What follows belongs to an exercise in optimizing a design on an open flow for small area and a short achievable clock period; a production flow would make more cautious choices.
Where RTL was checked, it was by simulation tests only, not by an equivalence proof against the original.
Power is estimated from default activity; no workload was simulated.

// pwm_block
module pwm_block (
    input  wire        clk,
    input  wire        rst,
    input  wire        fast_tick,
    input  wire        slow_tick,
    input  wire        cmd_valid,
    input  wire [31:0] cmd,
    output reg         rsp_valid,
    output reg  [2:0]  rsp_err,
    output reg  [31:0] rsp_data,
    output wire [5:0]  out
);
Size in the first run: about 900 cells after synthesis, ~140 flip-flops, roughly 79 I/O pins, about 7600 µm² of cells after synthesis.
==> flow/config.mk <==
export PLATFORM = sky130hd
export DESIGN_NAME = pwm_block
export DESIGN_NICKNAME = pwm_block
export VERILOG_FILES = /design/flow/design.v
export SDC_FILE = /design/flow/constraint.sdc
export NUM_CORES = 4
export LEC_CHECK = 0
export ABC_AREA = 1
export CAP_MARGIN = 20
export CORE_MARGIN = 2
export CORE_UTILIZATION = 40
export SLEW_MARGIN = 20
export BUFFER_PORTS_ARGS = -buffer_cell sky130_fd_sc_hd__buf_1
export CTS_ARGS = -sink_clustering_enable -repair_clock_nets -dont_use_dummy_load -buf_list sky130_fd_sc_hd__clkbuf_8
export SETUP_SLACK_MARGIN = 6.5
==> flow/constraint.sdc <==
create_clock -name core_clock -period 12.0 [get_ports {clk}]
set_input_delay 2.4000 -clock core_clock [delete_from_list [all_inputs] [get_ports {clk}]]
set_output_delay 2.4000 -clock core_clock [all_outputs]
set_load 0.01 [all_outputs]
standard.sh (not shown) runs the stock make flow with config.mk's settings and CLKGATE_MAP_FILE= SYNTH_SCRIPT=/design/flow/synth_recipe.tcl, a recipe that flattens the netlist after the stock synthesis.
==> flow/flow/run.sh <==
#!/bin/bash
# Layout flow: the standard ORFS flow (standard.sh) with these changes:
#  * synthesis is the standard synthesis script, except that ABC maps the
#    logic with the area-oriented script flow/abc.script (registers, their
#    names and cell types are untouched);
#  * ports are buffered with buf_1 cells instead of delay buffers;
#  * CTS uses the buffers in CTS_BUF_LIST without dummy loads.
# Each tool's output goes to the ORFS logs under orfs/logs and to flow_*.log here.
set -euo pipefail
W=$(pwd)
F=$W/flow

# synthesis script: synth_recipe.tcl sourcing a copy of ORFS synth.tcl whose
# abc call uses our script
sed "s#^  log_cmd abc {\*}\$abc_args#  log_cmd abc -script $F/abc.script {*}[lrange \$abc_args 2 end]#" \
    "$FLOW_HOME/scripts/synth.tcl" > "$W/my_synth.tcl"
grep -q "abc -script $F/abc.script" "$W/my_synth.tcl"
sed "s#source \$::env(SCRIPTS_DIR)/synth.tcl#source $W/my_synth.tcl#" "$W/synth_recipe.tcl" > "$W/my_synth_recipe.tcl"
grep -q "source $W/my_synth.tcl" "$W/my_synth_recipe.tcl"

cat "$F/extra.mk" >> "$W/config.mk"

sed "s#SYNTH_SCRIPT=[^ ]*synth_recipe.tcl#SYNTH_SCRIPT=$W/my_synth_recipe.tcl#" "$W/standard.sh" > "$W/my_standard.sh"
grep -q "SYNTH_SCRIPT=$W/my_synth_recipe.tcl" "$W/my_standard.sh"

bash "$W/my_standard.sh" > "$W/flow_make.log" 2>&1
==> flow/flow/abc.script <==
strash
&get -n
&dch
&nf
&put
==> flow/flow/extra.mk <==
export BUFFER_PORTS_ARGS = -buffer_cell sky130_fd_sc_hd__buf_1
export CTS_ARGS = -sink_clustering_enable -repair_clock_nets -dont_use_dummy_load -buf_list sky130_fd_sc_hd__clkbuf_8
export SETUP_SLACK_MARGIN = 6.5
Then changed:
--- a/flow/design.v
+++ b/flow/design.v
@@ -13,13 +13,13 @@
     reg        [31:0] fast_q;
     reg        [31:0] slow_q;
     reg               slow_pend_q;
     reg        [5:0]  out_q;
     reg               pwm_on_q;
     reg        [15:0] thr_q;
-    reg        [7:0]  stepx_q;      
+    reg        [7:0]  step_q;
     reg               dir_q;
     reg        [2:0]  sch_q;
     reg               stopreq_q;
     reg        [1:0]  mode_q;       
     reg               cancelled_q;
     reg               f_illop_q;
@@ -81,15 +81,14 @@
     wire fg_stop = fg & stopreq_q;
     wire fg_glow = fg & ~stopreq_q & mode_q[0];
     wire fg_env  = fg & ~stopreq_q & mode_q[1] & slow_pend_q;
     wire thr_neg = thr_q[15];
     wire thr_hi  = ~thr_q[15] & ((|thr_q[14:9]) | (thr_q[8:0] >= 9'd500));
     wire clamp   = thr_neg | thr_hi;
-    wire [7:0] step_q = stepx_q ^ {8{dir_q}};
     wire [9:0] ea = {1'b0, thr_q[8:0]};
-    wire [9:0] eb = {2'b0, stepx_q};
+    wire [9:0] eb = {2'b0, step_q ^ {8{dir_q}}};
     reg  [9:0] pg_g, pg_p, cy;
     reg  [9:0] gg, pp;
     integer m, n;
     always @(*) begin
         pg_g = ea & eb;
         pg_p = ea ^ eb;
@@ -146,66 +145,29 @@
             ryn[2] = v[k + 2] ? ry[3] : ry[1];
             ryn[3] = v[k + 2] ? ry[1] : ry[4];
             ryn[4] = v[k + 2] ? ry[4] : ry[2];
             ry = ryn;
         end
     end
-    reg  [4:0] qn;
-    always @(*) begin
-        case ({qy, ry[4] & (v[1:0] != 2'b00)})
-            5'd0: qn = 5'd20;
-            5'd1: qn = 5'd21;
-            5'd2: qn = 5'd21;
-            5'd3: qn = 5'd22;
-            5'd4: qn = 5'd22;
-            5'd5: qn = 5'd23;
-            5'd6: qn = 5'd23;
-            5'd7: qn = 5'd24;
-            5'd8: qn = 5'd24;
-            5'd9: qn = 5'd25;
-            5'd10: qn = 5'd25;
-            5'd11: qn = 5'd26;
-            5'd12: qn = 5'd26;
-            5'd13: qn = 5'd27;
-            5'd14: qn = 5'd27;
-            5'd15: qn = 5'd28;
-            5'd16: qn = 5'd28;
-            5'd17: qn = 5'd29;
-            5'd18: qn = 5'd29;
-            5'd19: qn = 5'd30;
-            5'd20: qn = 5'd30;
-            5'd21: qn = 5'd31;
-            5'd22: qn = 5'd31;
-            5'd23: qn = 5'd0;
-            5'd24: qn = 5'd0;
-            5'd25: qn = 5'd1;
-            5'd26: qn = 5'd1;
-            5'd27: qn = 5'd2;
-            5'd28: qn = 5'd2;
-            5'd29: qn = 5'd3;
-            5'd30: qn = 5'd3;
-            5'd31: qn = 5'd4;
-        endcase
-    end
+    wire [4:0] qn = {1'b0, qy} + 5'd20 + {4'd0, ry[4] & (v[1:0] != 2'b00)};
     wire [15:0] env_new = thr_hi  ? {11'd0, 2'b11, 2'b00, dir_q} :
                           thr_neg ? 16'd0 :
                           xneg    ? {{11{qn[4]}}, qn} :
                                     {10'd0, qp};
-    wire [7:0]  env_stepx_n = clamp ? {{7{~dir_q}}, dir_q} : stepx_q;
+    wire [7:0]  env_step_n = clamp ? 8'd1 : step_q;
     wire        env_dir_n  = dir_q ^ clamp;
     wire       do_env  = a_estep | fg_env;
     wire       do_poll = a_poll | do_env | fg_glow;
     wire [2:0] pch     = cmd_valid ? c_ch : sch_q;
     wire fz      = ~|fast_q[31:9];
     wire lt500   = fz & (fast_q[8:0] < 9'd500);
     wire gt500   = ~fz | (fast_q[8:0] > 9'd500);
-    wire       is_poll = cmd_valid & op_poll;
-    wire [8:0] pthr    = is_poll ? cmd[8:0] : thr_q[8:0];
-    wire lt_raw  = fz & (fast_q[8:0] < pthr);
+    wire lt_imm  = fz & (fast_q[8:0] < cmd[8:0]);
+    wire lt_raw  = fz & (fast_q[8:0] < thr_q[8:0]);
     wire lt_thr  = thr_hi ? lt500 : (~thr_neg & lt_raw);
-    wire lt      = is_poll ? lt_raw : lt_thr;
+    wire lt      = a_poll ? lt_imm : lt_thr;
     wire set_on  = gt500 | (~pwm_on_q & lt);
     wire set_off = pwm_on_q & lt500;
     wire p_wr    = do_poll & (set_on | set_off);
     reg [31:0] fast_inc, slow_inc;
     reg [31:0] fc, sc;
     reg [7:0]  fg4, sg4;
@@ -271,13 +233,13 @@
             fast_q      <= 32'd0;
             slow_q      <= 32'd0;
             slow_pend_q <= 1'b0;
             out_q       <= 6'd0;
             pwm_on_q    <= 1'b0;
             thr_q       <= 16'd20;
-            stepx_q     <= 8'd1;
+            step_q      <= 8'd1;
             dir_q       <= 1'b0;
             sch_q       <= 3'd0;
             stopreq_q   <= 1'b0;
             mode_q      <= 2'd0;
             cancelled_q <= 1'b0;
             f_illop_q   <= 1'b0;
@@ -302,17 +264,17 @@
                 thr_q <= cmd[15:0];
             else if (a_pulse)
                 thr_q <= 16'd20;
             else if (do_env)
                 thr_q <= env_new;
             if (a_load)
-                stepx_q <= c_s8 ^ {8{c_b}};
+                step_q <= c_s8;
             else if (a_pulse)
-                stepx_q <= 8'd1;
+                step_q <= 8'd1;
             else if (do_env)
-                stepx_q <= env_stepx_n;
+                step_q <= env_step_n;
             if (a_load)
                 dir_q <= c_b;
             else if (a_pulse)
                 dir_q <= 1'b0;
             else if (do_env)
                 dir_q <= env_dir_n;
Power decreases by 0.64%.
Worst setup slack improves by 0.21 ns.
Utilization went down by 1.7 points.
Count of clock-buffer cells in the layout does not change.
Synthesized cell count goes down by 1.8%.
Combinational power fell by 12%.
No functional check of the RTL was part of the first run of this note.

[separate check: timing with driven ports]
Ports are ideal in the flow. The routed layouts listed here were re-timed in OpenROAD. Step 1 (the two cells are an assumption about what drives the block):
set clk [get_ports {clk}]
set_driving_cell -lib_cell sky130_fd_sc_hd__clkbuf_16 $clk
set_driving_cell -lib_cell sky130_fd_sc_hd__buf_2 [delete_from_list [all_inputs] $clk]
Step 2 adds t to the input delays and takes it off the output delays; t is the mean of the earliest and latest rising clock arrival at the registers after step 1. Input paths then give back, and output paths get back, about the clock's delay inside the block. Slacks: ideal / step 1 / step 2; pairs: ideal / step 1.
run	t, ns	setup WS [ns]	worst setup path after step 2	slew at the worst register clock pin (ns)	pins driven straight from the clock port
the first run	0.485	6.539 / 6.557 / 6.071	input to register	0.09 / 0.09	1
the second run	0.493	6.750 / 6.765 / 6.272	input to register	0.09 / 0.09	1
After both steps every run listed still meets setup and hold. The setup slack of the second run, which loses most, moves by +0.015 ns with the drivers and by -0.478 ns with both steps.
